This is an optimization exercise on Yosys and OpenROAD, whose aim is small area and a short achievable clock period, not a production implementation.
Where RTL was checked, it was by simulation tests only, not by an equivalence proof against the original.
Function not checked in runs 5 and 6: the RTL went through the layout flow alone.
Power and IR drop assume default switching activity.

<file path="flow/design.v">
module szservo_core (
    input  wire           clk,
    input  wire           rst,           
    input  wire           start,         
    input  wire           init,          
    input  wire           busy,          
    input  wire [767:0]   data,          
    output wire           ready,
    output wire           initialized,
    output wire           sclk,
    output wire           cs_n,
    output wire           sdo
);
    localparam integer C  = 32;
    localparam integer W  = 24;
    localparam integer L  = C * W;
    localparam integer RL = 8;           
    localparam integer NR = L / RL;      
    localparam integer NG = NR / 16;     
    reg s_idle, s_setup, s_hold, s_delay, s_blo, s_bhi;
    reg csn_r;
    reg nld;                 
    reg [1:0] div_cnt;
    reg [4:0] bit_cnt;
    reg [5:0] word_cnt;
    reg       init_latched;
    reg       initialized_r;
    reg       rdy_a;         
    reg       sdo_r;
    reg       sh;            
    wire tick         = (div_cnt == 2'd0);
    wire init_pending = (init | init_latched) & ~initialized_r;
    wire req          = start | init_pending;
    wire bit_zero     = (bit_cnt == 5'd0);
    wire word_zero    = (word_cnt == 6'd0);
    wire div_load = (s_idle & req) | s_setup | s_hold | (s_bhi & busy & ~word_zero);
    wire go_setup = (s_idle & req) | s_hold | (s_bhi & busy & ~word_zero);
    wire go_hold  = s_setup & ~bit_zero;
    wire go_delay = s_setup & bit_zero;
    wire go_blo   = s_delay | (s_blo & busy);
    wire go_bhi   = (s_blo & ~busy) | (s_bhi & ~busy);
    wire go_idle  = (s_idle & ~req) | (s_bhi & busy & word_zero);
    wire n_idle   = tick ? go_idle  : s_idle;
    wire n_setup  = tick ? go_setup : s_setup;
    wire n_hold   = tick ? go_hold  : s_hold;
    wire n_delay  = tick ? go_delay : s_delay;
    wire n_initl  = init_latched | init;
    wire n_inited = initialized_r | (tick & s_bhi & busy & word_zero & init_pending);
    wire n_sh     = (div_cnt == 2'd1) & (s_hold | s_delay);
    reg  [L-1:0] rg;
    reg  [2:0]   ph;         
    wire [L-1:0] rot;
    wire [NR-1:0] tap;
    genvar gr, gi;
    generate
        for (gr = 0; gr < NR; gr = gr + 1) begin : g_ring
            for (gi = 0; gi < RL; gi = gi + 1) begin : g_bit
                assign rot[gr*RL + gi] = rg[gr*RL + ((gi + RL - 1) % RL)];
            end
            assign tap[gr] = rg[gr*RL + RL - 1];
        end
    endgenerate
    always @(posedge clk) begin
        rg <= ~((data | {L{nld}}) & (rot | {L{s_idle}}));
        ph <= s_idle ? 3'd0 : ph + 1'b1;
    end
    reg  [9:0]    f;         
    reg           fnone;     
    reg  [NG-1:0] p1;        
    reg  [2:0]    pph;       
    reg           pv;        
    reg           nb1, v1;   
    reg           nb2, v2;   
    integer g;
    always @(posedge clk) begin
        for (g = 0; g < NG; g = g + 1)
            p1[g] <= tap[g*16 + f[6:3]];
        pph <= ph;
    end
    wire fv   = ~fnone & (p1[f[9:7]] ^ ~pph[0]);
    wire hit  = fnone | (pv & (pph == ~f[2:0]));
    wire a_v  = sh ? v2 : v1;
    wire a_d  = sh ? nb2 : nb1;
    wire b_v  = sh ? 1'b0 : v2;
    wire take = hit & ~(a_v & b_v);
    always @(posedge clk) begin
        pv <= ~s_idle & ~(take & (f[2:0] == 3'd0));
        if (s_idle) begin
            nb1   <= init_pending ? data[W-2] : data[L-2];
            v1    <= 1'b1;
            v2    <= 1'b0;
            f     <= init_pending ? W - 3 : L - 3;
            fnone <= 1'b0;
        end else begin
            nb1 <= (take & ~a_v) ? fv : a_d;
            v1  <= a_v | take;
            if (take & a_v)
                nb2 <= fv;
            v2  <= b_v | (take & a_v);
            if (take) begin
                f <= f - 1'b1;
                if (f == 10'd0)
                    fnone <= 1'b1;
            end
        end
    end
    always @(posedge clk) begin
        if (rst) begin
            s_idle        <= 1'b1;
            s_setup       <= 1'b0;
            s_hold        <= 1'b0;
            s_delay       <= 1'b0;
            s_blo         <= 1'b0;
            s_bhi         <= 1'b0;
            csn_r         <= 1'b1;
            nld           <= 1'b0;
            div_cnt       <= 2'd0;
            init_latched  <= 1'b0;
            initialized_r <= 1'b0;
            rdy_a         <= 1'b1;
            sdo_r         <= 1'b0;
            sh            <= 1'b0;
        end else begin
            if (!tick)
                div_cnt <= div_cnt - 1'b1;
            else if (div_load)
                div_cnt <= 2'd3;
            init_latched  <= n_initl;
            initialized_r <= n_inited;
            s_idle  <= n_idle;
            nld     <= ~n_idle;
            s_setup <= n_setup;
            s_hold  <= n_hold;
            s_delay <= n_delay;
            csn_r   <= ~(n_setup | n_hold | n_delay);
            rdy_a   <= n_idle & ~(n_initl & ~n_inited);
            sh      <= n_sh;
            if (tick) begin
                s_blo <= go_blo;
                s_bhi <= go_bhi;
            end
            if (s_idle) begin
                if (tick)
                    sdo_r <= init_pending ? data[W-1] : (start & data[L-1]);
            end else if (sh)
                sdo_r <= nb1;
        end
    end
    always @(posedge clk) begin
        if (tick) begin
            if (s_idle | (s_bhi & busy))
                bit_cnt <= W - 1;
            else if (s_hold)
                bit_cnt <= bit_cnt - 1'b1;
            if (s_idle)
                word_cnt <= init_pending ? 6'd1 : C;
            else if (s_delay)
                word_cnt <= word_cnt - 1'b1;
        end
    end
    assign sclk        = s_setup;
    assign cs_n        = csn_r;
    assign sdo         = sdo_r;
    assign ready       = rdy_a & ~start & ~(init & ~initialized_r);
    assign initialized = initialized_r;
endmodule
</file>
<file path="flow/constraint.sdc">
create_clock -name core_clock -period 5.0 [get_ports {clk}]
set_input_delay 1.0000 -clock core_clock [delete_from_list [all_inputs] [get_ports {clk}]]
set_output_delay 1.0000 -clock core_clock [all_outputs]
set_load 0.01 [all_outputs]
</file>
<file path="flow/config.mk">
export PLATFORM = sky130hd
export DESIGN_NAME = szservo_core
export DESIGN_NICKNAME = szservo_core
export VERILOG_FILES = /design/flow/design.v
export SDC_FILE = /design/flow/constraint.sdc
export NUM_CORES = 4
export LEC_CHECK = 0
export CAP_MARGIN = 20
export CORE_MARGIN = 2
export CORE_UTILIZATION = 40
export SETUP_SLACK_MARGIN = 2.4
export SLEW_MARGIN = 20
</file>
<file path="flow/run.sh">
#!/bin/bash
# synth_recipe.tcl (not shown) runs the flow's synth.tcl, then flattens the netlist and writes it again
# the make line also repeats each setting of config.mk as NAME=value (left out here)
make -C /OpenROAD-flow-scripts/flow DESIGN_CONFIG=/design/flow/config.mk WORK_HOME=/design/flow/orfs CLKGATE_MAP_FILE= SYNTH_SCRIPT=/design/flow/synth_recipe.tcl finish
</file>
==> impl_metrics.csv, run 1 <==
group,metric,value,unit
status,status,"timing/DRC/antenna clean",
yosys,synth.top_cell.area_share,66.6,%
floorplanning,core-area,59100,um^2
power_and_ir_drop,powerDensity,544,nW/um^2
yosys,yosys.area_share.simple,1.71,%
yosys,synthTopCellsByArea,"dfxtp_1, o22ai_1, edfxtp_1",
sta,relSlewSlack,27.6,%
critical_path,critPathLaunchType,"input port",
sta,period_share,50.9,%
sta,rsz0062_at_grt,"false",
grt,grt_pass1_vias,19500,
layout,stdcell_count,3561,
drt,routedWlPerCell,24.4,um
yosys,synth-edff-count,23,
yosys,yosysWarnings,1,
power_and_ir_drop,ir_drop,0.338,mV
run,drv_cap,0,
grt,grt_pass1_wl,125000,um
critical_path,critPathMaxStageDelay,240,ps
layout,syn2layout_area_growth,46.8,%
sta,finalSetupViolations,0,
drt,vias,19100,
grt,gr-total-overflow,0,
sta,fin_tns_setup,0,ps
yosys,synth_xor_area_share,0.620,%
placement,gp_congestion,0.877,
sta,fmax,0.393,GHz
yosys,syn-num-nets,2775,
drt,via_per_inst,5.37,
drt,wirelength,86800,um
drt,drtPass1Iterations,5,
yosys,synth_cell_types,48,
floorplanning,row_count,89,
sta,period_minus_slack,2540,ps
layout,drive_gt1_share,7.10,%
critical_path,critical_path.cell_chain,"buf_2 -> a211oi_2 -> buf_2",
floorplanning,dieWidth,249,um
critical_path,cpLargestDelayFamily,"buffers and inverters",
sta,slew_viol_final,0,
critical_path,crit_path_max_fanout,5,
yosys,syn_area,24000,um^2
yosys,synth_top_family_by_area,"compound AO/OA/AOI/OAI gates",
cts,path_clk_slew,60,ps
drt,first_iter_violations,1205,
critical_path,cp.arrival,1540,ps
grt,grt_antenna_before_repair,40,
yosys,yosys.area.top_type,"dfxtp_1",
critical_path,slowest_stage,"a211oi_2",
layout,nets,3470,
critical_path,required,4000,ps
worst_hold_path,hold_class,"reg2reg",
yosys,synthCells,1994,
cts,clk_latency,620,ps
yosys,synthMuxAreaShare,2.77,%
yosys,async_flop_share,0,%
cts,cts.hold.buffers_added,0,
critical_path,crit_top_cell,"buf_2",
yosys,yosys_register_bits,822,
yosys,synth_flop_cell,"dfxtp_1",
floorplanning,fp.dieH,249,um
yosys,seq_area_frac_synth,69.5,%
critical_path,path_buf_inv,2,
cts,cts_tree,"yes",
grt,track_usage,26.9,%
cts,cts_buffers,84,
cts,htreeDepth,3,
cts,cts_sinks,822,
power_and_ir_drop,p_leak,13.2,nW
drt,postRouteAntennaNets,0,
cts,clock_path_buffers,3,
floorplanning,dieArea,62000,um^2
critical_path,critPathKind,"in2out",
critical_path,endpoint_kind,"output pin",
yosys,synthAdderAreaFrac,0.417,%
placement,portBuffers,777,
placement,place_inst,3376,
placement,hpwlAfterDp,62700,um
floorplanning,start_util,40.6,%
cts,cts_root_buf,"clkbuf_16",
sta,final-hold-violation-count,0,
power_and_ir_drop,p_total,0.0192,W
sta,skew,17.2,ps
grt,grt_max_degree,229,
floorplanning,ioPinCount,778,
cts,cts_setup_buffers,0,
yosys,avgSynthCellArea,12.0,um^2
sta,tightest_slew,1090,ps
yosys,synth_compound_area_share,21.8,%
drt,drcViolationCount,0,
-- cell usage after synthesis, types with 2 or more instances --
master    instances
o31ai_1           2
nand3_1           4
nand2_1          23
a41oi_1           2
clkbuf_1        162
nor2_1           25
o21ai_0           7
and2_1            2
o22ai_1         769
o21bai_1          2
inv_1            16
nor3b_1           2
a31oi_1           2
buf_2             3
nor3_1            4
dfxtp_1         799
a21oi_1          19
a21boi_0          7
mux4_2           25
nor2b_1           9
nand2b_1          2
a311oi_1          4
mux2i_1           9
a211oi_1          8
xor2_1            7
nor4_1            2
edfxtp_1         23
ha_1              8
or3b_2            2
buf_1            18
xnor2_1          10
-- placed cells by master, fill, tap and decap left out, drive strengths merged, types with 9 or more instances in the layout --
cell             n
a21oi           19
buf             20
clkbuf         123
clkdlybuf4s50  771
clkinv          18
dfxtp          799
diode           29
edfxtp          23
inv             20
mux2i            9
mux4            25
nand2           23
nor2            25
nor2b            9
o22ai          769
xnor2           10
-- path summary, 6_finish.rpt --
kind | endpoint | slack [ps] | cells past startpoint | start
worst max register to register | p1[5] | 2630 | 5 | f[3]
worst max-delay path | ready | 2460 | 3 | init
worst min register to register | pph[1] | 360 | 0 | ph[1]
worst min-delay path | pph[1] | 360 | 0 | ph[1]
-- metrics by stage --
stage               instance area (um^2)  hold slack, ps  worst slack [ps]  util, %
detailed placement                 32300             354              1560     54.6
finish                             35200             359              2460     59.6
global route                       35200             369              2410     59.6
global placement                   32300             342              1530     54.6
CTS                                35200             364              2460     59.5
floorplan                          24000             334              2660        -
-- state kept, by name (all words and copies together) (netlist names), 2 cells and up --
name,flops
bit_cnt,5
p1,6
pph,3
f,10
rg,768
ph,3
div_cnt,2
word_cnt,6
-- what timing repair did --
action,in CTS,in global routing
endpoints found under the hold margin,0,0
resized for setup,17,0
setup endpoints to repair,5,0
-- cells by family (layout without fill, tap and decap cells) --
family / after synthesis / after routing
xor gates and xnor gates: 17 / 17
other: 0 / 29
muxes: 35 / 35
adders and majority gates: 8 / 8
DFF: 822 / 822
buffers and inverters: 201 / 966
and+or+nand+nor: 83 / 83
AOI/OAI and AO/OA: 828 / 828
-- where the power goes --
| part | switching [W] | internal [W] | leakage [nW] | total, W |
|---|---|---|---|---|
| clock network | 0.00262 | 0.00390 | 1.44 | 0.00651 |
| logic | 0.00168 | 0.00177 | 4.80 | 0.00345 |
| registers | 0.000823 | 0.00839 | 6.95 | 0.00921 |
| total | 0.00512 | 0.0141 | 13.2 | 0.0192 |
-- layout make-up --
cell class              count  area (um^2)
clock inverters            33          410
fillers                  4892        23900
diodes                     29         72.6
repair buffers            794         7990
flip-flops and latches    822        16700
clock buffers             123         2500
well taps                 773          967
inverters                  16         60.1
multi-input cells         971         6550
-- worst register-to-register path: cells and delay by family (launching register included) --
| kind | cells | cell delay, ps |
|---|---|---|
| compound gates | 2 | 290 |
| simple gates | 1 | 160 |
| flops | 1 | 700 |
| buf+inv | 1 | 420 |
| mux | 1 | 640 |
-- layer usage --
layer  share of wire, %  up-vias  GRT usage [%]
met5               0.19        -              0
met4                2.9       24           9.97
met3                7.0      156           8.68
met2                 51      564           46.9
met1                 39     9271           30.6
li1                   -     9093              -
==> run 2: changes to the inputs <==
--- a/flow/design.v
+++ b/flow/design.v
@@ -23,5 +23,4 @@
     reg [1:0] div_cnt;
     reg [4:0] bit_cnt;
-    reg [5:0] word_cnt;
     reg       init_latched;
     reg       initialized_r;
@@ -30,8 +29,8 @@
     reg       sh;            
     wire tick         = (div_cnt == 2'd0);
+    wire word_zero;
     wire init_pending = (init | init_latched) & ~initialized_r;
     wire req          = start | init_pending;
     wire bit_zero     = (bit_cnt == 5'd0);
-    wire word_zero    = (word_cnt == 6'd0);
     wire div_load = (s_idle & req) | s_setup | s_hold | (s_bhi & busy & ~word_zero);
     wire go_setup = (s_idle & req) | s_hold | (s_bhi & busy & ~word_zero);
@@ -68,5 +67,4 @@
     reg           fnone;     
     reg  [NG-1:0] p1;        
-    reg  [2:0]    pph;       
     reg           pv;        
     reg           nb1, v1;   
@@ -76,8 +74,8 @@
         for (g = 0; g < NG; g = g + 1)
             p1[g] <= tap[g*16 + f[6:3]];
-        pph <= ph;
     end
-    wire fv   = ~fnone & (p1[f[9:7]] ^ ~pph[0]);
-    wire hit  = fnone | (pv & (pph == ~f[2:0]));
+    assign word_zero = fnone;
+    wire fv   = ~fnone & (p1[f[9:7]] ^ ph[0]);
+    wire hit  = fnone | (pv & (ph + f[2:0] == 3'd0));
     wire a_v  = sh ? v2 : v1;
     wire a_d  = sh ? nb2 : nb1;
@@ -153,8 +151,4 @@
             else if (s_hold)
                 bit_cnt <= bit_cnt - 1'b1;
-            if (s_idle)
-                word_cnt <= init_pending ? 6'd1 : C;
-            else if (s_delay)
-                word_cnt <= word_cnt - 1'b1;
         end
     end
==> flow/flow/run.sh (new file) <==
#!/bin/bash
# Layout flow: the standard ORFS flow (standard.sh), with the port
# buffers made from the smallest buffer cell instead of the resizer's
# default choice. Every input and output port still gets its buffer.
set -euo pipefail
export BUFFER_PORTS_ARGS="-buffer_cell sky130_fd_sc_hd__buf_1"
bash standard.sh > standard_flow.log 2>&1
==> flow/standard.sh (new file) <==
#!/bin/bash
# synth_recipe.tcl (not shown) runs the flow's synth.tcl, then flattens the netlist and writes it again
# the make line also repeats each setting of config.mk as NAME=value (left out here)
make -C /OpenROAD-flow-scripts/flow DESIGN_CONFIG=/design/flow/config.mk WORK_HOME=/design/flow/orfs CLKGATE_MAP_FILE= SYNTH_SCRIPT=/design/flow/synth_recipe.tcl "${@:-finish}"
--- a/flow/config.mk
+++ b/flow/config.mk
@@ -9,4 +9,7 @@
 export CORE_MARGIN = 2
 export CORE_UTILIZATION = 40
+export CTS_BUF_LIST = sky130_fd_sc_hd__clkbuf_8
+export CTS_CLUSTER_DIAMETER = 60
+export CTS_CLUSTER_SIZE = 20
 export SETUP_SLACK_MARGIN = 2.4
 export SLEW_MARGIN = 20
removed: flow/run.sh
==> impl_metrics.csv, run 2 <==
group,metric,value,unit
critical_path,r2r_end,"f[3]",
critical_path,critPathMaxStageDelay,160,ps
run,drv_cap,0,
critical_path,crit_path_max_fanout,4,
grt,grt_max_degree,195,
critical_path,cp.arrival,1570,ps
yosys,async_flop_share,0,%
power_and_ir_drop,pwr-share-seq,59.2,%
yosys,synth_commonest_cells,"dfxtp_1, o22ai_1, clkbuf_1",
sta,slew_viol_final,0,
yosys,synth_cell_types,50,
cts,cts_root_buf,"clkbuf_8",
layout,seqCellArea,16500,um^2
floorplanning,ioPinCount,778,
sta,rsz0062_at_grt,"false",
power_and_ir_drop,ir_drop,0.325,mV
layout,final_cell_mix,"dfxtp_1, buf_1, o22ai_1",
layout,largest-register,"rg",
drt,vias,18200,
critical_path,reg2reg_from,"f[0]",
power_and_ir_drop,p_total,0.0160,W
layout,largest_register_ff_count,768,
yosys,syn_area,23700,um^2
grt,grt_antenna_before_repair,22,
yosys,yosysWarnings,1,
cts,cts.hold.buffers_added,0,
power_and_ir_drop,p_int,0.0112,W
power_and_ir_drop,powerDensity,569,nW/um^2
drt,wirelength,73700,um
yosys,yosys_register_bits,813,
critical_path,slowest_stage,"nor2b_2",
yosys,synth_flop_cell,"dfxtp_1",
floorplanning,row_count,89,
yosys,avgSynthCellArea,12.1,um^2
sta,final-hold-violation-count,0,
status,status,"timing/DRC/antenna clean",
grt,grt_pass1_vias,17800,
critical_path,r2r_slack,2540,ps
critical_path,critical_path.cell_chain,"clkbuf_2 -> nor2b_2 -> nor3b_2 -> buf_2",
layout,fin_util,47.9,%
yosys,syn-num-nets,2737,
drt,drtPass1Iterations,7,
sta,fin_tns_setup,0,ps
layout,top_regs,"rg x768, f x10, p1 x6",
yosys,synthCells,1955,
critical_path,critPathKind,"in2out",
critical_path,critPathLaunchType,"input port",
floorplanning,start_util,40.2,%
cts,cts_tree,"yes",
sta,fmax,0.390,GHz
placement,gp_congestion,0.925,
cts,clk_latency,670,ps
yosys,synthTopCellsByArea,"dfxtp_1, o22ai_1, mux4_2",
yosys,yosys.area.top_type,"dfxtp_1",
cts,cts_sinks,813,
critical_path,required,4000,ps
yosys,yosysMostFrequentCell,"dfxtp_1",
power_and_ir_drop,p_clk_share,20.2,%
power_and_ir_drop,p_leak,10.0,nW
cts,cts_buffers,52,
critical_path,path_buf_inv,2,
critical_path,cpLargestDelayFamily,"simple AND/OR/NAND/NOR gates",
critical_path,endpoint_kind,"output pin",
floorplanning,fp.dieH,247,um
sta,period_share,51.3,%
sta,skew,36.2,ps
yosys,synth.top_cell.area_share,67.3,%
yosys,synth-edff-count,17,
sta,finalSetupViolations,0,
layout,syn2layout_area_growth,19.1,%
critical_path,reg2reg_depth,6,
yosys,seq_area_frac_synth,69.5,%
worst_hold_path,worstHoldStart,"rg[97]",
grt,gr-total-overflow,0,
drt,drcViolationCount,0,
power_and_ir_drop,netSwitchingPower,0.00483,W
layout,drive_gt1_share,5.22,%
drt,first_iter_violations,1136,
sta,relSlewSlack,27.4,%
worst_hold_path,holdPathStages,1,
cts,path_clk_slew,120,ps
critical_path,crit_cells,4,
cts,htreeDepth,2,
sta,tightest_slew,1090,ps
drt,via_per_inst,5.29,
cts,clock_path_buffers,3,
layout,mostFrequentLayoutCell,"dfxtp_1",
grt,track_usage,22.6,%
floorplanning,core-area,58800,um^2
placement,portBuffers,777,
floorplanning,dieWidth,247,um
layout,final.fill_count,5533,
sta,period_minus_slack,2570,ps
drt,routedWlPerCell,21.5,um
worst_hold_path,worstHoldEndpoint,"rg[98]",
power_and_ir_drop,combPwrFrac,20.6,%
worst_hold_path,hold_class,"reg2reg",
layout,multi_input_area,6460,um^2
power_and_ir_drop,netSwitchingFraction,30.1,%
grt,grt_pass1_wl,105000,um
layout,nets,3404,
drt,postRouteAntennaNets,0,
placement,hpwlAfterDp,53000,um
floorplanning,dieArea,61100,um^2
-- run 2: layer usage --
layer | global-route usage, % | vias up | share of wire (%)
met4 | 9.35 | 14 | 3.2
met1 | 28.7 | 8629 | 42
met3 | 6.41 | 137 | 7.2
met5 | 0 | - | 0.14
li1 | - | 8820 | -
met2 | 36.0 | 578 | 47
-- run 2: worst max-delay path by stage --
stage          startpoint  endpoint  slack (ps)
5_1_grt              init     ready        2400
2_1_floorplan        init     ready        2570
4_1_cts              init     ready        2410
3_5_place_dp         f[3]     p1[3]        2170
6_report             init     ready        2430
3_3_place_gp         f[3]     p1[4]        2260
-- run 2: layout make-up --
type | instances | share of cell area, %
clock buffers | 57 | 2.78
clock inverters | 18 | 0.692
well taps | 773 | 3.43
diodes | 20 | 0.178
flip-flops and latches | 813 | 58.4
inverters | 10 | 0.133
repair buffers | 799 | 11.5
multi-input cells | 946 | 22.9
-- run 2: per-stage QoR --
| step | area (um^2) | worst slack [ps] | hold WS (ps) | cells |
|---|---|---|---|---|
| floorplan | 23700 | 2570 | 399 | 1955 |
| global placement | 27100 | 2260 | 402 | 3339 |
| detailed placement | 27100 | 2170 | 404 | 3339 |
| CTS | 28100 | 2410 | 391 | 3415 |
| global route | 28200 | 2400 | 397 | 3430 |
| finish | 28200 | 2430 | 389 | 3436 |
-- run 2: what timing repair did --
item	CTS	global route
resized for setup	3	2
setup endpoints to repair	14	1
setup buffers	1	0
-- run 2: cells by family after synthesis --
logic type | count (synthesis) | synth area share [%]
xor+xnor | 12 | 0.502
flops | 813 | 69.5
mux | 34 | 2.92
simple gates | 79 | 1.78
fa+ha+maj | 9 | 0.508
compound gates | 812 | 21.6
buf+inv | 196 | 3.22
-- run 2: worst reg2reg max path: cells and delay by family, from the launching register on --
kind | cells | cell delay (ps)
compound gates | 2 | 410
xor+xnor | 1 | 400
fa+ha+maj | 2 | 610
flops | 1 | 450
simple gates | 1 | 320
-- run 2: power groups by stage --
| stage | Clock, W | Combinational, W | Sequential (W) |
|---|---|---|---|
| detailed placement | 0 | 0.00324 | 0.00965 |
| floorplan | 0 | 0.00261 | 0.00906 |
| CTS | 0.00334 | 0.00329 | 0.00950 |
| global placement | 0 | 0.00312 | 0.00965 |
| global route | 0.00359 | 0.00363 | 0.00966 |
| finish | 0.00324 | 0.00331 | 0.00948 |
==> run 3: changes to the inputs <==
--- a/flow/config.mk
+++ b/flow/config.mk
@@ -9,7 +9,4 @@
 export CORE_MARGIN = 2
 export CORE_UTILIZATION = 40
-export CTS_BUF_LIST = sky130_fd_sc_hd__clkbuf_8
-export CTS_CLUSTER_DIAMETER = 60
-export CTS_CLUSTER_SIZE = 20
 export SETUP_SLACK_MARGIN = 2.4
 export SLEW_MARGIN = 20
==> impl_metrics.csv, run 3 <==
group,metric,value,unit
sta,skew,22.9,ps
critical_path,cp.arrival,1540,ps
cts,cts_tree,"yes",
power_and_ir_drop,netSwitchingPower,0.00530,W
run,drv_cap,0,
placement,hpwlAfterDp,53000,um
critical_path,slowest_stage,"nor3b_2",
yosys,synth-edff-count,17,
grt,grt_pass1_wl,107000,um
yosys,yosys.area.top_type,"dfxtp_1",
drt,wirelength,74900,um
yosys,synthCells,1955,
critical_path,crit_path_max_fanout,4,
floorplanning,dieWidth,247,um
layout,largest_register_ff_count,768,
cts,cts_root_buf,"clkbuf_16",
critical_path,cpLargestDelayFamily,"simple AND/OR/NAND/NOR gates",
sta,fin_tns_setup,0,ps
placement,dpl_worst_slack,2170,ps
drt,first_iter_violations,1168,
power_and_ir_drop,p_int,0.0140,W
sta,period_share,50.9,%
sta,rsz0062_at_grt,"false",
drt,routedWlPerCell,21.3,um
yosys,synth_flop_cell,"dfxtp_1",
floorplanning,ioPinCount,778,
cts,clk_latency,620,ps
yosys,synth_commonest_cells,"dfxtp_1, o22ai_1, clkbuf_1",
critical_path,required,4000,ps
power_and_ir_drop,powerDensity,640,nW/um^2
yosys,yosysMostFrequentCell,"dfxtp_1",
yosys,syn_area,23700,um^2
floorplanning,dieArea,61100,um^2
drt,via_per_inst,5.27,
yosys,yosys_register_bits,813,
grt,grt_antenna_before_repair,20,
grt,grt_max_degree,195,
sta,period_minus_slack,2540,ps
layout,largest-register,"rg",
layout,final_cell_mix,"dfxtp_1, buf_1, o22ai_1",
power_and_ir_drop,ir_drop,0.409,mV
yosys,avgSynthCellArea,12.1,um^2
power_and_ir_drop,netSwitchingFraction,27.4,%
layout,drive_gt1_share,7.65,%
floorplanning,start_util,40.2,%
cts,clock_path_buffers,3,
power_and_ir_drop,p_clk_share,33.6,%
yosys,synth.top_cell.area_share,67.3,%
drt,postRouteAntennaNets,0,
yosys,async_flop_share,0,%
yosys,synth_cell_types,50,
yosys,synthTopCellsByArea,"dfxtp_1, o22ai_1, mux4_2",
sta,tightest_slew,1090,ps
yosys,seq_area_frac_synth,69.5,%
critical_path,critical_path.cell_chain,"buf_6 -> nor2b_4 -> nor3b_2 -> buf_2",
drt,vias,18500,
layout,nets,3434,
worst_hold_path,hold_class,"reg2reg",
drt,drtPass1Iterations,7,
power_and_ir_drop,p_leak,11.0,nW
layout,syn2layout_area_growth,27.5,%
critical_path,critPathMaxStageDelay,180,ps
sta,finalSetupViolations,0,
cts,cts_sinks,813,
cts,path_clk_slew,60,ps
layout,top_regs,"rg x768, f x10, p1 x6",
cts,cts_buffers,82,
sta,relSlewSlack,27.1,%
grt,grt_pass1_vias,18200,
sta,fmax,0.393,GHz
floorplanning,fp.dieH,247,um
floorplanning,row_count,89,
placement,portBuffers,777,
grt,gr-total-overflow,0,
yosys,yosysWarnings,1,
sta,worst_slack,2460,ps
drt,drcViolationCount,0,
status,status,"timing/DRC/antenna clean",
critical_path,endpoint_kind,"output pin",
layout,mostFrequentLayoutCell,"dfxtp_1",
sta,final-hold-violation-count,0,
critical_path,critPathKind,"in2out",
sta,slew_viol_final,0,
critical_path,path_buf_inv,2,
yosys,syn-num-nets,2737,
cts,htreeDepth,3,
cts,cts.hold.buffers_added,0,
grt,track_usage,23.1,%
power_and_ir_drop,pwr-share-seq,49.2,%
placement,gp_congestion,0.925,
critical_path,critPathLaunchType,"input port",
floorplanning,core-area,58800,um^2
power_and_ir_drop,combPwrFrac,17.2,%
==> run 3: cell counts after synthesis <==
Identical to the previous run, type by type.
==> run 3: kinds of logic after synthesis <==
logic type               count (synthesis)  synth area share, %
adder cells (fa/ha/maj)                  9                0.508
AO/OA/AOI/OAI                          812                 21.6
buffers and inverters                  196                 3.22
flip-flops                             813                 69.5
AND/OR/NAND/NOR                         79                 1.78
XOR/XNOR                                12                0.502
multiplexers                            34                 2.92
==> run 3: power groups by stage <==
stage | sequential, W | combinational (W) | clock (W)
final | 0.00950 | 0.00332 | 0.00649
after global routing | 0.00968 | 0.00364 | 0.00689
after CTS | 0.00952 | 0.00330 | 0.00660
after detailed placement | 0.00965 | 0.00324 | 0
after global placement | 0.00965 | 0.00312 | 0
after floorplan | 0.00906 | 0.00261 | 0
==> run 3: metal layers <==
layer	share of wire [%]	track usage (%)
met1	42	29.0
met2	48	36.9
met3	7.3	7.12
met4	3.2	9.60
met5	0.14	0
==> run 3: path summary, 6_finish.rpt <==
path / endpoint / depth (start not counted) / start / slack (ps)
setup / recovery: ready / 4 / init / 2460
hold reg to reg: rg[134] / 1 / rg[133] / 400
setup reg to reg: f[3] / 6 / f[0] / 2550
hold / removal: rg[134] / 1 / rg[133] / 400
==> run 3: area by class of cell <==
| cell class | instances | area, um^2 |
|---|---|---|
| Antenna cell | 22 | 55.1 |
| Clock buffer | 118 | 2480 |
| Clock inverter | 33 | 450 |
| Fill cell | 5357 | 28600 |
| Inverter | 10 | 37.5 |
| Multi-Input combinational cell | 946 | 6470 |
| Sequential cell | 813 | 16500 |
| Tap cell | 773 | 967 |
| Timing Repair Buffer | 799 | 3250 |
==> run 3: through the flow <==
| step | power (W) | cell area [um^2] | hold slack [ps] | util (%) | std cells |
|---|---|---|---|---|---|
| CTS | 0.0194 | 30100 | 397 | 51.2 | 3491 |
| detailed placement | 0.0129 | 27100 | 404 | 46.1 | 3339 |
| floorplan | 0.0117 | 23700 | 399 | - | 1955 |
| finish | 0.0193 | 30200 | 397 | 51.3 | 3514 |
| global route | 0.0202 | 30100 | 411 | 51.3 | 3504 |
| global placement | 0.0128 | 27100 | 402 | 46.1 | 3339 |
==> run 3: repair_timing <==
action | 4_1_cts | 5_1_grt
cloned | 0 | 0
resized for setup | 3 | 6
setup endpoints to repair | 14 | 1
setup buffers | 1 | 0
pin swaps | 0 | 1
==> run 4: changes to the inputs <==
--- a/flow/config.mk
+++ b/flow/config.mk
@@ -9,4 +9,7 @@
 export CORE_MARGIN = 2
 export CORE_UTILIZATION = 40
+export CTS_BUF_LIST = sky130_fd_sc_hd__clkbuf_16
+export CTS_CLUSTER_DIAMETER = 100
+export CTS_CLUSTER_SIZE = 30
 export SETUP_SLACK_MARGIN = 2.4
 export SLEW_MARGIN = 20
==> impl_metrics.csv, run 4 <==
group,metric,value,unit
status,status,"timing/DRC/antenna clean",
yosys,synth.top_cell.area_share,67.3,%
sta,slew_viol_final,0,
grt,grt_pass1_wl,104000,um
critical_path,r2r_end,"f[3]",
power_and_ir_drop,powerDensity,576,nW/um^2
layout,largest-register,"rg",
critical_path,crit_path_start,"init",
drt,vias,18100,
sta,period_share,51.3,%
critical_path,r2r_slack,2550,ps
drt,first_iter_violations,1070,
floorplanning,row_count,89,
sta,relSlewSlack,26.9,%
sta,fmax,0.390,GHz
layout,drive_gt1_share,4.36,%
critical_path,critPathMaxStageDelay,160,ps
sta,final-hold-violation-count,0,
cts,clk_latency,590,ps
worst_hold_path,hold_class,"reg2reg",
drt,drcViolationCount,0,
placement,hpwlAfterDp,53000,um
layout,final_cell_mix,"dfxtp_1, buf_1, o22ai_1",
yosys,yosys_register_bits,813,
drt,met3_length,5180,um
cts,cts_buffers,36,
critical_path,critPathKind,"in2out",
drt,wirelength,73600,um
yosys,yosysWarnings,1,
cts,cts_sinks,813,
grt,gr-total-overflow,0,
grt,grt_antenna_before_repair,20,
yosys,seq_area_frac_synth,69.5,%
drt,routedWlPerCell,21.6,um
sta,finalSetupViolations,0,
cts,cts.hold.buffers_added,0,
drt,via_per_inst,5.32,
critical_path,reg2reg_from,"f[0]",
yosys,synth-edff-count,17,
placement,portBuffers,777,
floorplanning,start_util,40.2,%
sta,period_minus_slack,2570,ps
grt,track_usage,22.5,%
yosys,synth_cell_types,50,
cts,cts_root_buf,"clkbuf_16",
critical_path,endpoint_kind,"output pin",
drt,wl_met1,31100,um
drt,postRouteAntennaNets,0,
drt,dr.max_layer_used,"met5",
yosys,avgSynthCellArea,12.1,um^2
critical_path,slowest_stage,"nor2b_2",
power_and_ir_drop,p_total,0.0163,W
floorplanning,dieArea,61100,um^2
sta,skew,28.6,ps
yosys,syn-num-nets,2737,
grt,grt_max_degree,195,
yosys,yosysMostFrequentCell,"dfxtp_1",
sta,tightest_slew,1100,ps
drt,drtPass1Iterations,5,
run,drv_cap,0,
power_and_ir_drop,ir_drop,0.378,mV
yosys,syn_area,23700,um^2
layout,largest_register_ff_count,768,
yosys,yosys.area.top_type,"dfxtp_1",
critical_path,critical_path.cell_chain,"clkbuf_2 -> nor2b_2 -> nor3b_2 -> buf_2",
critical_path,endpoint,"ready",
critical_path,cp.arrival,1570,ps
yosys,synthTopCellsByArea,"dfxtp_1, o22ai_1, mux4_2",
layout,syn2layout_area_growth,19.6,%
floorplanning,dieWidth,247,um
cts,clock_path_buffers,3,
yosys,async_flop_share,0,%
yosys,synth_flop_cell,"dfxtp_1",
floorplanning,ioPinCount,778,
layout,nets,3388,
critical_path,reg2reg_depth,6,
sta,rsz0062_at_grt,"false",
cts,cts_tree,"yes",
placement,gp_congestion,0.925,
floorplanning,fp.dieH,247,um
yosys,synth_commonest_cells,"dfxtp_1, o22ai_1, clkbuf_1",
layout,mostFrequentLayoutCell,"dfxtp_1",
critical_path,crit_path_max_fanout,4,
power_and_ir_drop,p_leak,10.0,nW
grt,grt_pass1_vias,17600,
yosys,synthCells,1955,
critical_path,critPathLaunchType,"input port",
drt,wl_met2,35200,um
floorplanning,core-area,58800,um^2
critical_path,required,4000,ps
cts,htreeDepth,2,
sta,fin_tns_setup,0,ps
cts,path_clk_slew,110,ps
layout,top_regs,"rg x768, f x10, p1 x6",
run 4: cell counts after synthesis:
Identical to the previous run, type by type.
run 4: worst min-delay path by stage:
stage,from,endpoint,cells past startpoint
finish,rg[628],rg[629],1
global route,rg[628],rg[629],1
CTS,rg[765],rg[766],1
detailed placement,rg[472],rg[473],1
global placement,rg[717],rg[718],1
floorplan,rg[99],rg[100],1
run 4: cell families after synthesis:
kind of cell | count (synthesis) | share of synthesized area, %
xor+xnor | 12 | 0.502
simple gates | 79 | 1.78
flops | 813 | 69.5
compound gates | 812 | 21.6
fa+ha+maj | 9 | 0.508
buf+inv | 196 | 3.22
mux | 34 | 2.92
run 4: final cells by class:
| class | count | area (um^2) |
|---|---|---|
| Fill cell | 5518 | 30500 |
| Sequential cell | 813 | 16500 |
| Multi-Input combinational cell | 946 | 6460 |
| Timing Repair Buffer | 799 | 3240 |
| Tap cell | 773 | 967 |
| Clock buffer | 37 | 926 |
| Clock inverter | 11 | 159 |
| Antenna cell | 17 | 42.5 |
| Inverter | 10 | 37.5 |
run 4: critical path: cells and delay by family:
kind / cells / cell delay (ps)
buf+inv: 2 / 260
simple gates: 2 / 310
run 4: metal layers:
layer | track usage (%) | vias up
met3 | 6.24 | 118
met1 | 28.7 | 8656
li1 | - | 8775
met2 | 36.5 | 565
met4 | 7.57 | 14
met5 | 0 | -
run 4: stage by stage:
stage / utilization [%] / hold WS [ps] / cells / worst slack (ps) / area, um^2
after floorplan: - / 399 / 1955 / 2570 / 23700
after global placement: 46.1 / 402 / 3339 / 2260 / 27100
after detailed placement: 46.1 / 404 / 3339 / 2170 / 27100
after CTS: 48.0 / 404 / 3388 / 2410 / 28200
after global routing: 48.1 / 399 / 3401 / 2400 / 28300
final: 48.1 / 397 / 3406 / 2430 / 28300
run 4: repair_timing:
item                                    in CTS  in global routing
gates cloned                                 0                  0
hold endpoints to repair                     0                  0
endpoints found under the setup margin      12                  1
gates resized for setup                      3                  2
setup buffers                                1                  0
run 4: power breakdown:
| part | internal, W | switching, W |
|---|---|---|
| sequential | 0.00850 | 0.000980 |
| clock | 0.00141 | 0.00210 |
| combinational | 0.00156 | 0.00176 |
| total | 0.0115 | 0.00484 |
==> run 5: changes to the inputs <==
--- a/flow/design.v
+++ b/flow/design.v
@@ -25,5 +25,6 @@
     reg       init_latched;
     reg       initialized_r;
-    reg       rdy_a;         
+    reg       nrdy;          
+    reg       ninit;         
     reg       sdo_r;
     reg       sh;            
@@ -116,5 +117,6 @@
             init_latched  <= 1'b0;
             initialized_r <= 1'b0;
-            rdy_a         <= 1'b1;
+            nrdy          <= 1'b0;
+            ninit         <= 1'b1;
             sdo_r         <= 1'b0;
             sh            <= 1'b0;
@@ -132,5 +134,6 @@
             s_delay <= n_delay;
             csn_r   <= ~(n_setup | n_hold | n_delay);
-            rdy_a   <= n_idle & ~(n_initl & ~n_inited);
+            nrdy    <= ~n_idle | (n_initl & ~n_inited);
+            ninit   <= ~n_inited;
             sh      <= n_sh;
             if (tick) begin
@@ -156,5 +159,5 @@
     assign cs_n        = csn_r;
     assign sdo         = sdo_r;
-    assign ready       = rdy_a & ~start & ~(init & ~initialized_r);
+    assign ready       = ~(start | nrdy | (init & ninit));
     assign initialized = initialized_r;
 endmodule
--- a/flow/config.mk
+++ b/flow/config.mk
@@ -6,5 +6,5 @@
 export NUM_CORES = 4
 export LEC_CHECK = 0
-export CAP_MARGIN = 20
+export CAP_MARGIN = 5
 export CORE_MARGIN = 2
 export CORE_UTILIZATION = 40
@@ -12,4 +12,4 @@
 export CTS_CLUSTER_DIAMETER = 100
 export CTS_CLUSTER_SIZE = 30
-export SETUP_SLACK_MARGIN = 2.4
-export SLEW_MARGIN = 20
+export SETUP_SLACK_MARGIN = 3.0
+export SLEW_MARGIN = 5
==> impl_metrics.csv, run 5 <==
group,metric,value,unit
layout,final_cell_mix,"dfxtp_1, buf_1, o22ai_1",
layout,nets,3396,
yosys,syn_area,23700,um^2
sta,worst_slack,2570,ps
drt,vias,18200,
critical_path,critPathKind,"in2out",
yosys,yosysMostFrequentCell,"dfxtp_1",
layout,fin_area,28300,um^2
power_and_ir_drop,ir_drop,0.329,mV
power_and_ir_drop,p_int,0.0112,W
power_and_ir_drop,powerDensity,564,nW/um^2
layout,fin_util,48.1,%
drt,via_per_inst,5.35,
layout,largest_register_ff_count,768,
power_and_ir_drop,netSwitchingPower,0.00470,W
yosys,synth-edff-count,17,
drt,first_iter_violations,1158,
sta,period_share,48.6,%
floorplanning,fp.dieH,247,um
drt,wirelength,75300,um
grt,grt_pass1_vias,17900,
cts,cts_tree,"yes",
sta,fmax,0.411,GHz
drt,drtPass1Iterations,5,
floorplanning,start_util,40.3,%
drt,drcViolationCount,0,
run,drv_cap,0,
placement,dpl_worst_slack,2320,ps
critical_path,critPathLaunchType,"input port",
layout,syn2layout_area_growth,19.4,%
placement,hpwlAfterDp,54300,um
yosys,yosys.area.top_type,"dfxtp_1",
cts,cts_sinks,814,
status,status,"timing/DRC/antenna clean",
yosys,seq_area_frac_synth,69.5,%
critical_path,cp.arrival,1430,ps
worst_hold_path,hold_class,"reg2reg",
critical_path,endpoint_kind,"output pin",
floorplanning,core-area,58800,um^2
yosys,yosys_register_bits,814,
layout,top_regs,"rg x768, f x10, p1 x6",
critical_path,required,4000,ps
power_and_ir_drop,netSwitchingFraction,29.5,%
yosys,synth_flop_cell,"dfxtp_1",
placement,gp_congestion,0.901,
sta,skew,30.0,ps
sta,slew_viol_final,0,
cts,clk_latency,630,ps
floorplanning,ioPinCount,778,
sta,relSlewSlack,42.7,%
drt,postRouteAntennaNets,0,
yosys,synthTopCellsByArea,"dfxtp_1, o22ai_1, mux4_2",
cts,cts.hold.buffers_added,0,
yosys,async_flop_share,0,%
cts,cts_buffers,31,
power_and_ir_drop,p_leak,10.0,nW
grt,track_usage,22.9,%
critical_path,r2r_slack,2940,ps
cts,cts_root_buf,"clkbuf_16",
layout,drive_gt1_share,5.12,%
yosys,synth_commonest_cells,"dfxtp_1, o22ai_1, clkbuf_1",
sta,finalSetupViolations,0,
sta,final-hold-violation-count,0,
cts,htreeDepth,1,
sta,tightest_slew,860,ps
grt,grt_max_degree,175,
power_and_ir_drop,p_total,0.0159,W
yosys,yosysWarnings,1,
placement,post_dp_cell_area,27100,um^2
floorplanning,row_count,89,
cts,clock_path_buffers,3,
layout,largest-register,"rg",
power_and_ir_drop,pwr-share-seq,58.9,%
grt,grt_pass1_wl,107000,um
yosys,synth_cell_types,51,
critical_path,crit_path_max_fanout,2,
placement,portBuffers,777,
yosys,synthCells,1956,
cts,path_clk_slew,110,ps
sta,fin_tns_setup,0,ps
grt,gr-total-overflow,0,
yosys,avgSynthCellArea,12.1,um^2
power_and_ir_drop,combPwrFrac,22.0,%
layout,mostFrequentLayoutCell,"dfxtp_1",
floorplanning,dieArea,61200,um^2
grt,grt_antenna_before_repair,23,
yosys,synth.top_cell.area_share,67.4,%
floorplanning,dieWidth,247,um
sta,period_minus_slack,2430,ps
power_and_ir_drop,p_clk_share,19.1,%
sta,rsz0062_at_grt,"true",
drt,routedWlPerCell,22.1,um
yosys,syn-num-nets,2738,
==> run 5: worst paths after layout <==
kind / cells past startpoint / startpoint / to
worst max-delay path: 3 / init / ready
worst min register to register: 1 / rg[750] / rg[751]
worst min-delay path: 1 / rg[750] / rg[751]
worst max register to register: 6 / f[0] / f[4]
==> run 5: what timing repair did <==
action,4_1_cts,5_1_grt
cloned,1,0
pin swaps,4,10
endpoints found under the setup margin,436,26
resized for setup,28,17
buffers inserted,11,0
==> run 5: metal layers <==
| metal | vias to the layer above | GRT usage, % | routed length, um |
|---|---|---|---|
| met4 | 22 | 5.71 | 1600 |
| met1 | 8697 | 27.6 | 29800 |
| li1 | 8794 | - | - |
| met5 | - | 0 | 150 |
| met2 | 613 | 40.2 | 37600 |
| met3 | 104 | 6.54 | 6230 |
==> run 5: per-stage QoR <==
stage,hold slack [ps],cells
3_3_place_gp,400,3342
5_1_grt,425,3396
2_1_floorplan,399,1956
6_report,410,3406
4_1_cts,404,3389
3_5_place_dp,404,3342
==> run 5: final cells by class <==
class | instances | area (um^2)
antenna | 17 | 42.5
multi-input combinational | 947 | 6560
sequential | 814 | 16500
tap | 773 | 967
timing repair buffer | 810 | 3360
clock buffer | 31 | 776
clock inverter | 4 | 37.5
fill | 5549 | 30500
inverter | 10 | 37.5
==> run 5: logic make-up (layout without fill, tap and decap cells) <==
family | count (synthesis) | after routing | synth area share [%]
flip-flops | 814 | 814 | 69.5
AO/OA/AOI/OAI | 812 | 812 | 21.5
buffers and inverters | 196 | 855 | 3.21
AND/OR/NAND/NOR | 79 | 80 | 1.78
multiplexers | 34 | 34 | 2.92
XOR/XNOR | 12 | 12 | 0.502
adder cells (fa/ha/maj) | 9 | 9 | 0.507
other | 0 | 17 | 0
==> run 5: power by group through the flow <==
stage          clock network, W  registers [W]  logic, W
2_1_floorplan                 0        0.00907   0.00262
3_3_place_gp                  0        0.00959   0.00318
6_report                0.00305        0.00939   0.00351
5_1_grt                 0.00334        0.00956   0.00384
4_1_cts                 0.00311        0.00939   0.00348
3_5_place_dp                  0        0.00959   0.00329
==> run 5: critical path: stages <==
cell      delay [ps]
buf_8            100
a211oi_4         170
buf_2            160
==> run 6: changes to the inputs <==
--- a/flow/config.mk
+++ b/flow/config.mk
@@ -6,5 +6,5 @@
 export NUM_CORES = 4
 export LEC_CHECK = 0
-export CAP_MARGIN = 5
+export CAP_MARGIN = 20
 export CORE_MARGIN = 2
 export CORE_UTILIZATION = 40
@@ -13,3 +13,3 @@
 export CTS_CLUSTER_SIZE = 30
 export SETUP_SLACK_MARGIN = 3.0
-export SLEW_MARGIN = 5
+export SLEW_MARGIN = 20
==> impl_metrics.csv, run 6 <==
group,metric,value,unit
cts,cts_root_buf,"clkbuf_16",
yosys,synthTopCellsByArea,"dfxtp_1, o22ai_1, mux4_2",
critical_path,crit_path_start,"init",
layout,top_regs,"rg x768, f x10, p1 x6",
worst_hold_path,worstHoldStart,"rg[750]",
yosys,synth_commonest_cells,"dfxtp_1, o22ai_1, clkbuf_1",
layout,nets,3396,
power_and_ir_drop,p_total,0.0159,W
yosys,synthCells,1956,
power_and_ir_drop,powerDensity,564,nW/um^2
sta,slew_viol_final,0,
status,status,"timing/DRC/antenna clean",
yosys,synth-edff-count,17,
sta,fmax,0.411,GHz
floorplanning,dieWidth,247,um
layout,mostFrequentLayoutCell,"dfxtp_1",
sta,rsz0062_at_grt,"true",
drt,routedWlPerCell,22.1,um
placement,portBuffers,777,
sta,whs,410,ps
yosys,yosys.area.top_type,"dfxtp_1",
cts,htreeDepth,1,
floorplanning,ioPinCount,778,
yosys,synth_top_family_by_area,"compound AO/OA/AOI/OAI gates",
grt,grt_max_degree,175,
yosys,yosys_register_bits,814,
critical_path,critPathLaunchType,"input port",
critical_path,cp.arrival,1430,ps
sta,skew,30.0,ps
yosys,syn_area,23700,um^2
yosys,synth_xor_area_share,0.502,%
sta,relSlewSlack,42.7,%
layout,drive_gt1_share,5.12,%
floorplanning,core-area,58800,um^2
sta,final-hold-violation-count,0,
run,drv_cap,0,
cts,cts.hold.buffers_added,0,
layout,final.fill_count,5549,
grt,grt_pass1_vias,17900,
cts,cts_buffers,31,
sta,period_share,48.6,%
yosys,async_flop_share,0,%
yosys,syn-num-nets,2738,
cts,path_clk_slew,110,ps
worst_hold_path,hold_class,"reg2reg",
grt,grt_antenna_before_repair,23,
cts,cts_tree,"yes",
critical_path,crit_path_max_fanout,2,
layout,final_cell_mix,"dfxtp_1, buf_1, o22ai_1",
drt,drtPass1Iterations,5,
power_and_ir_drop,p_leak,10.0,nW
floorplanning,fp.dieH,247,um
yosys,yosys.area_share.simple,1.78,%
yosys,seq_area_frac_synth,69.5,%
drt,first_iter_violations,1158,
sta,fin_tns_setup,0,ps
layout,seqCellArea,16500,um^2
layout,multi_input_area,6560,um^2
layout,largest_register_ff_count,768,
power_and_ir_drop,ir_drop,0.329,mV
layout,largest-register,"rg",
floorplanning,row_count,89,
critical_path,endpoint_kind,"output pin",
drt,vias,18200,
grt,grt_pass1_wl,107000,um
yosys,synthAdderAreaFrac,0.507,%
floorplanning,dieArea,61200,um^2
sta,period_minus_slack,2430,ps
sta,finalSetupViolations,0,
grt,gr-total-overflow,0,
placement,hpwlAfterDp,54300,um
drt,drcViolationCount,0,
yosys,synth_compound_area_share,21.5,%
yosys,yosysMostFrequentCell,"dfxtp_1",
drt,postRouteAntennaNets,0,
drt,via_per_inst,5.35,
cts,clock_path_buffers,3,
yosys,synth.top_cell.area_share,67.4,%
cts,clk_latency,630,ps
layout,syn2layout_area_growth,19.4,%
yosys,yosysWarnings,1,
sta,tightest_slew,860,ps
critical_path,critPathKind,"in2out",
yosys,synth_cell_types,51,
yosys,synth_flop_cell,"dfxtp_1",
drt,wirelength,75300,um
placement,place_inst,3342,
grt,track_usage,22.9,%
critical_path,reg2reg_from,"f[0]",
layout,stdcell_count,3406,
yosys,synthMuxAreaShare,2.92,%
placement,gp_congestion,0.901,
critical_path,required,4000,ps
cts,cts_sinks,814,
floorplanning,start_util,40.3,%
layout,fin_util,48.1,%
yosys,avgSynthCellArea,12.1,um^2
run 6: cell counts after synthesis:
Identical to the previous run, type by type.
run 6: logic make-up (layout without fill, tap and decap cells):
kind of cell | count (synthesis) | in the layout
AO/OA/AOI/OAI | 812 | 812
XOR/XNOR | 12 | 12
adder cells (fa/ha/maj) | 9 | 9
buffers and inverters | 196 | 855
flip-flops | 814 | 814
multiplexers | 34 | 34
other | 0 | 17
AND/OR/NAND/NOR | 79 | 80
run 6: power by group:
part / internal, W / switching, W
Sequential: 0.00851 / 0.000879
Clock: 0.00113 / 0.00192
Combinational: 0.00160 / 0.00191
run 6: worst max-delay path, stage by stage:
cell and delay, ps:
buf_8 100, a211oi_4 170, buf_2 160
run 6: per-layer routing:
layer,vias up,GRT usage (%),routed length [um]
met5,-,0,150
met4,22,5.71,1600
met3,104,6.54,6230
met2,613,40.2,37600
met1,8697,27.6,29800
li1,8794,-,-
run 6: path summary, 6_finish.rpt:
path / to / cells past startpoint / slack (ps)
max: ready / 3 / 2570
min: rg[751] / 1 / 410
max reg2reg: f[4] / 6 / 2940
min reg2reg: rg[751] / 1 / 410
run 6: layout make-up:
cell class              instances  area share (%)
inverters                      10           0.133
multi-input cells             947            23.2
repair buffers                810            11.9
well taps                     773            3.42
flip-flops and latches        814            58.3
clock buffers                  31            2.74
diodes                         17           0.151
clock inverters                 4           0.133
run 6: repair_timing:
item,CTS,global route
pin swaps,4,10
setup endpoints to repair,436,26
gates resized for setup,28,17
setup buffers,11,0
gates cloned,1,0
run 6: per-stage QoR:
stage	cell area, um^2	setup WS (ps)
6_report	28300	2570
5_1_grt	28200	2530
3_3_place_gp	27100	2370
4_1_cts	28200	2540
2_1_floorplan	23700	2780
3_5_place_dp	27100	2320
==> run 7: changes to the inputs <==
--- a/flow/design.v
+++ b/flow/design.v
@@ -49,5 +49,5 @@
     wire n_sh     = (div_cnt == 2'd1) & (s_hold | s_delay);
     reg  [L-1:0] rg;
-    reg  [2:0]   ph;         
+    reg          ph0;        
     wire [L-1:0] rot;
     wire [NR-1:0] tap;
@@ -63,8 +63,9 @@
     always @(posedge clk) begin
         rg <= ~((data | {L{nld}}) & (rot | {L{s_idle}}));
-        ph <= s_idle ? 3'd0 : ph + 1'b1;
+        ph0 <= ~s_idle & ~ph0;
     end
     reg  [9:0]    f;         
     reg           fnone;     
+    reg  [2:0]    fq;        
     reg  [NG-1:0] p1;        
     reg           pv;        
@@ -77,6 +78,6 @@
     end
     assign word_zero = fnone;
-    wire fv   = ~fnone & (p1[f[9:7]] ^ ph[0]);
-    wire hit  = fnone | (pv & (ph + f[2:0] == 3'd0));
+    wire fv   = ~fnone & (p1[f[9:7]] ^ ph0);
+    wire hit  = fnone | (pv & (fq == 3'd0));
     wire a_v  = sh ? v2 : v1;
     wire a_d  = sh ? nb2 : nb1;
@@ -90,4 +91,5 @@
             v2    <= 1'b0;
             f     <= init_pending ? W - 3 : L - 3;
+            fq    <= 3'd5;   
             fnone <= 1'b0;
         end else begin
@@ -97,4 +99,6 @@
                 nb2 <= fv;
             v2  <= b_v | (take & a_v);
+            if (!take)
+                fq <= fq + 1'b1;
             if (take) begin
                 f <= f - 1'b1;
--- a/flow/config.mk
+++ b/flow/config.mk
@@ -8,5 +8,5 @@
 export CAP_MARGIN = 20
 export CORE_MARGIN = 2
-export CORE_UTILIZATION = 40
+export CORE_UTILIZATION = 60
 export CTS_BUF_LIST = sky130_fd_sc_hd__clkbuf_16
 export CTS_CLUSTER_DIAMETER = 100
==> impl_metrics.csv, run 7 <==
group,metric,value,unit
yosys,synth_flop_cell,"dfxtp_1",
status,stop_stage,"I/O pin placement (3_2_place_iop)",
yosys,async_flop_share,0,%
yosys,yosys_register_bits,815,
yosys,synth-edff-count,17,
yosys,synth_cell_types,47,
yosys,yosysWarnings,1,
yosys,yosysMostFrequentCell,"dfxtp_1",
yosys,synthCells,1971,
yosys,seq_area_frac_synth,69.6,%
yosys,syn_area,23700,um^2
yosys,synthTopCellsByArea,"dfxtp_1, o22ai_1, clkbuf_1",
yosys,synth.top_cell.area_share,67.4,%
floorplanning,fp.dieH,203,um
floorplanning,row_count,72,
floorplanning,start_util,61.0,%
status,status,"aborted with a tool error",
floorplanning,dieWidth,203,um
yosys,syn-num-nets,2752,
yosys,avgSynthCellArea,12.0,um^2
yosys,yosys.area.top_type,"dfxtp_1",
yosys,synth_commonest_cells,"dfxtp_1, o22ai_1, clkbuf_1",
status,error,"[ERROR PPL-0024] Number of IO pins (778) exceeds maximum number of available positions (728). Increase the die perimeter from 810.98um to 1058.08um.",
run 7: changes by cell type after synthesis, moves of 3 or more:
cell,delta
clkbuf_1,-15
buf_2,+9
buf_1,+8
a21oi_1,+4
inv_1,+4
mux2_2,+4
mux4_2,-4
mux2i_1,+3
nor2_1,+3
run 7: logic make-up after synthesis:
logic type      count (synthesis)  synth area share [%]
buf+inv                       200                  3.29
xor+xnor                       11                 0.407
flops                         815                  69.6
fa+ha+maj                       8                 0.422
compound gates                818                  21.7
mux                            37                  2.86
simple gates                   82                  1.81
==> run 8: changes to the inputs <==
--- a/flow/config.mk
+++ b/flow/config.mk
@@ -8,5 +8,5 @@
 export CAP_MARGIN = 20
 export CORE_MARGIN = 2
-export CORE_UTILIZATION = 60
+export CORE_UTILIZATION = 40
 export CTS_BUF_LIST = sky130_fd_sc_hd__clkbuf_16
 export CTS_CLUSTER_DIAMETER = 100
==> impl_metrics.csv, run 8 <==
group,metric,value,unit
status,status,"timing/DRC/antenna clean",
drt,via_per_inst,5.36,
cts,cts_buffers,34,
cts,clk_latency,590,ps
critical_path,slowest_stage,"a211oi_4",
critical_path,critPathKind,"in2out",
drt,first_iter_violations,993,
placement,portBuffers,777,
power_and_ir_drop,ir_drop,0.389,mV
power_and_ir_drop,combPwrFrac,21.8,%
yosys,synth-edff-count,17,
floorplanning,core-area,58800,um^2
sta,fin_tns_setup,0,ps
yosys,syn-num-nets,2752,
yosys,synth_flop_cell,"dfxtp_1",
cts,path_clk_slew,110,ps
layout,stdcell_count,3422,
drt,drtPass1Iterations,5,
critical_path,critPathLaunchType,"input port",
floorplanning,dieArea,61200,um^2
critical_path,path_buf_inv,2,
sta,slew_viol_final,0,
layout,mostFrequentLayoutCell,"dfxtp_1",
cts,clock_path_buffers,3,
floorplanning,row_count,89,
layout,fin_util,48.4,%
critical_path,required,4000,ps
worst_hold_path,hold_class,"reg2reg",
grt,grt_max_degree,166,
yosys,yosys_register_bits,815,
floorplanning,start_util,40.3,%
critical_path,reg2reg_from,"f[9]",
drt,vias,18300,
yosys,syn_area,23700,um^2
critical_path,crit_cells,3,
yosys,avgSynthCellArea,12.0,um^2
critical_path,r2r_slack,3110,ps
grt,gr-total-overflow,0,
power_and_ir_drop,p_leak,10.2,nW
floorplanning,dieWidth,247,um
sta,fmax,0.412,GHz
power_and_ir_drop,pwr-share-seq,57.5,%
power_and_ir_drop,netSwitchingFraction,29.4,%
critical_path,reg2reg_depth,4,
yosys,synth_compound_area_share,21.7,%
cts,cts_sinks,815,
critical_path,cpLargestDelayFamily,"buffers and inverters",
sta,tightest_slew,730,ps
cts,htreeDepth,2,
drt,routedWlPerCell,21.7,um
critical_path,r2r_end,"nb1",
sta,worst_slack,2570,ps
sta,finalSetupViolations,0,
sta,whs,406,ps
placement,dpl_worst_slack,2460,ps
critical_path,critical_path.cell_chain,"buf_8 -> a211oi_4 -> buf_2",
run,drv_cap,0,
yosys,synth_xor_area_share,0.407,%
yosys,synth_top_family_by_area,"compound AO/OA/AOI/OAI gates",
layout,drive_gt1_share,5.03,%
yosys,yosys.area_share.simple,1.81,%
critical_path,crit_path_max_fanout,2,
grt,grt_pass1_vias,17900,
floorplanning,ioPinCount,778,
sta,period_share,48.6,%
critical_path,cp.arrival,1430,ps
layout,largest-register,"rg",
layout,largest_register_ff_count,768,
drt,wirelength,74400,um
cts,cts_root_buf,"clkbuf_16",
layout,nets,3418,
yosys,synthMuxAreaShare,2.86,%
placement,gp_congestion,0.896,
floorplanning,fp.dieH,247,um
yosys,synthTopCellsByArea,"dfxtp_1, o22ai_1, clkbuf_1",
sta,skew,33.0,ps
yosys,synthAdderAreaFrac,0.422,%
placement,hpwlAfterDp,53600,um
yosys,yosysMostFrequentCell,"dfxtp_1",
critical_path,crit_path_start,"init",
power_and_ir_drop,powerDensity,574,nW/um^2
sta,final-hold-violation-count,0,
critical_path,endpoint_kind,"output pin",
layout,top_regs,"rg x768, f x10, p1 x6",
sta,rsz0062_at_grt,"true",
grt,grt_antenna_before_repair,11,
sta,relSlewSlack,51.3,%
yosys,yosysWarnings,1,
drt,drcViolationCount,0,
drt,postRouteAntennaNets,0,
yosys,synth_commonest_cells,"dfxtp_1, o22ai_1, clkbuf_1",
sta,period_minus_slack,2430,ps
cts,cts.hold.buffers_added,0,
layout,syn2layout_area_growth,20.0,%
yosys,synth.top_cell.area_share,67.4,%
yosys,synth_cell_types,47,
yosys,async_flop_share,0,%
power_and_ir_drop,p_int,0.0115,W
grt,grt_pass1_wl,106000,um
yosys,seq_area_frac_synth,69.6,%
placement,place_inst,3361,
critical_path,critPathMaxStageDelay,170,ps
yosys,yosys.area.top_type,"dfxtp_1",
worst_hold_path,worstHoldStart,"rg[6]",
layout,final_cell_mix,"dfxtp_1, buf_1, o22ai_1",
power_and_ir_drop,netSwitchingPower,0.00480,W
grt,track_usage,22.8,%
yosys,synthCells,1971,
power_and_ir_drop,p_clk_share,20.7,%
cts,cts_tree,"yes",
critical_path,endpoint,"ready",
run 8: cell counts after synthesis:
No cell type changed its count.
run 8: what timing repair did:
action,CTS,global route
endpoints found under the hold margin,0,0
pin swaps,1,1
resized for setup,20,6
cloned,0,0
setup buffers,8,5
endpoints found under the setup margin,67,21
run 8: kinds of logic after synthesis:
group | count (synthesis)
adders and majority gates | 8
DFF | 815
muxes | 37
AOI/OAI and AO/OA | 818
buffers and inverters | 200
and+or+nand+nor | 82
xor gates and xnor gates | 11
run 8: routing by layer:
layer	track usage (%)	up-vias	share of wire [%]
li1	-	8838	-
met1	26.7	8826	39
met2	41.0	580	51
met3	6.26	85	7.5
met4	5.78	14	1.9
met5	0	-	0.13
run 8: worst min-delay path by stage:
stage / endpoint / slack (ps) / depth (start not counted)
after floorplan: ph0 / 400 / 1
after global placement: rg[89] / 400 / 1
after detailed placement: rg[71] / 400 / 1
after CTS: rg[599] / 410 / 1
after global routing: rg[662] / 410 / 1
final: rg[7] / 410 / 1
run 8: layout make-up:
| type | instances | area (um^2) |
|---|---|---|
| Sequential cell | 815 | 16500 |
| Clock inverter | 7 | 82.6 |
| Tap cell | 773 | 967 |
| Inverter | 14 | 52.6 |
| Clock buffer | 37 | 926 |
| Multi-Input combinational cell | 956 | 6470 |
| Fill cell | 5495 | 30400 |
| Antenna cell | 4 | 10.0 |
| Timing Repair Buffer | 816 | 3430 |
run 8: per-stage QoR:
step | area (um^2) | total power [W]
detailed placement | 27200 | 0.0129
floorplan | 23700 | 0.0117
CTS | 28400 | 0.0164
global placement | 27200 | 0.0128
finish | 28400 | 0.0163
global route | 28400 | 0.0171
run 8: worst reg2reg max path: cells and delay by family (launching register included):
family / cells / cell delay [ps]
AO/OA/AOI/OAI: 2 / 730
flip-flops: 1 / 460
XOR/XNOR: 1 / 160
multiplexers: 1 / 360
run 8: power by group through the flow:
stage | sequential (W) | combinational, W | clock, W
after global routing | 0.00955 | 0.00389 | 0.00368
after global placement | 0.00960 | 0.00320 | 0
after floorplan | 0.00909 | 0.00262 | 0
after CTS | 0.00941 | 0.00350 | 0.00346
final | 0.00939 | 0.00355 | 0.00338
after detailed placement | 0.00959 | 0.00335 | 0

## re-timing with driven ports
The flow's constraints put no driver on any port. The routed layouts listed below were extracted and timed again, unchanged, in two steps.
Step 1 (the two cells are an assumption about what drives the block):
set clk [get_ports {clk}]
set_driving_cell -lib_cell sky130_fd_sc_hd__clkbuf_16 $clk
set_driving_cell -lib_cell sky130_fd_sc_hd__buf_2 [delete_from_list [all_inputs] $clk]
Step 2 times the ports against the registers' clock, not the clock port: input delays grow and output delays shrink by t, the midpoint of the rising clock arrivals with the driver on.
Three values: ideal ports, drivers, drivers and shift; two values: the first two.
| run | shift t [ns] | setup WS [ns] | worst setup path after step 2 | cell pins on the clock port's net |
|---|---|---|---|---|
| run 1 | 0.678 | 2.457 / 2.414 / 2.414 | input to output | 1 |
| run 2 | 0.708 | 2.434 / 2.409 / 2.409 | input to output | 1 |
| run 3 | 0.668 | 2.456 / 2.422 / 2.422 | input to output | 1 |
| run 4 | 0.633 | 2.434 / 2.409 / 2.409 | input to output | 1 |
| run 5 | 0.677 | 2.569 / 2.528 / 2.528 | input to output | 1 |
| run 6 | 0.677 | 2.569 / 2.528 / 2.528 | input to output | 1 |
| run 8 | 0.639 | 2.572 / 2.532 / 2.532 | input to output | 1 |
After both steps setup and hold are still met in every run listed. The setup slack of run 1, which loses most, moves by -0.043 ns with the drivers and by -0.043 ns with both steps.
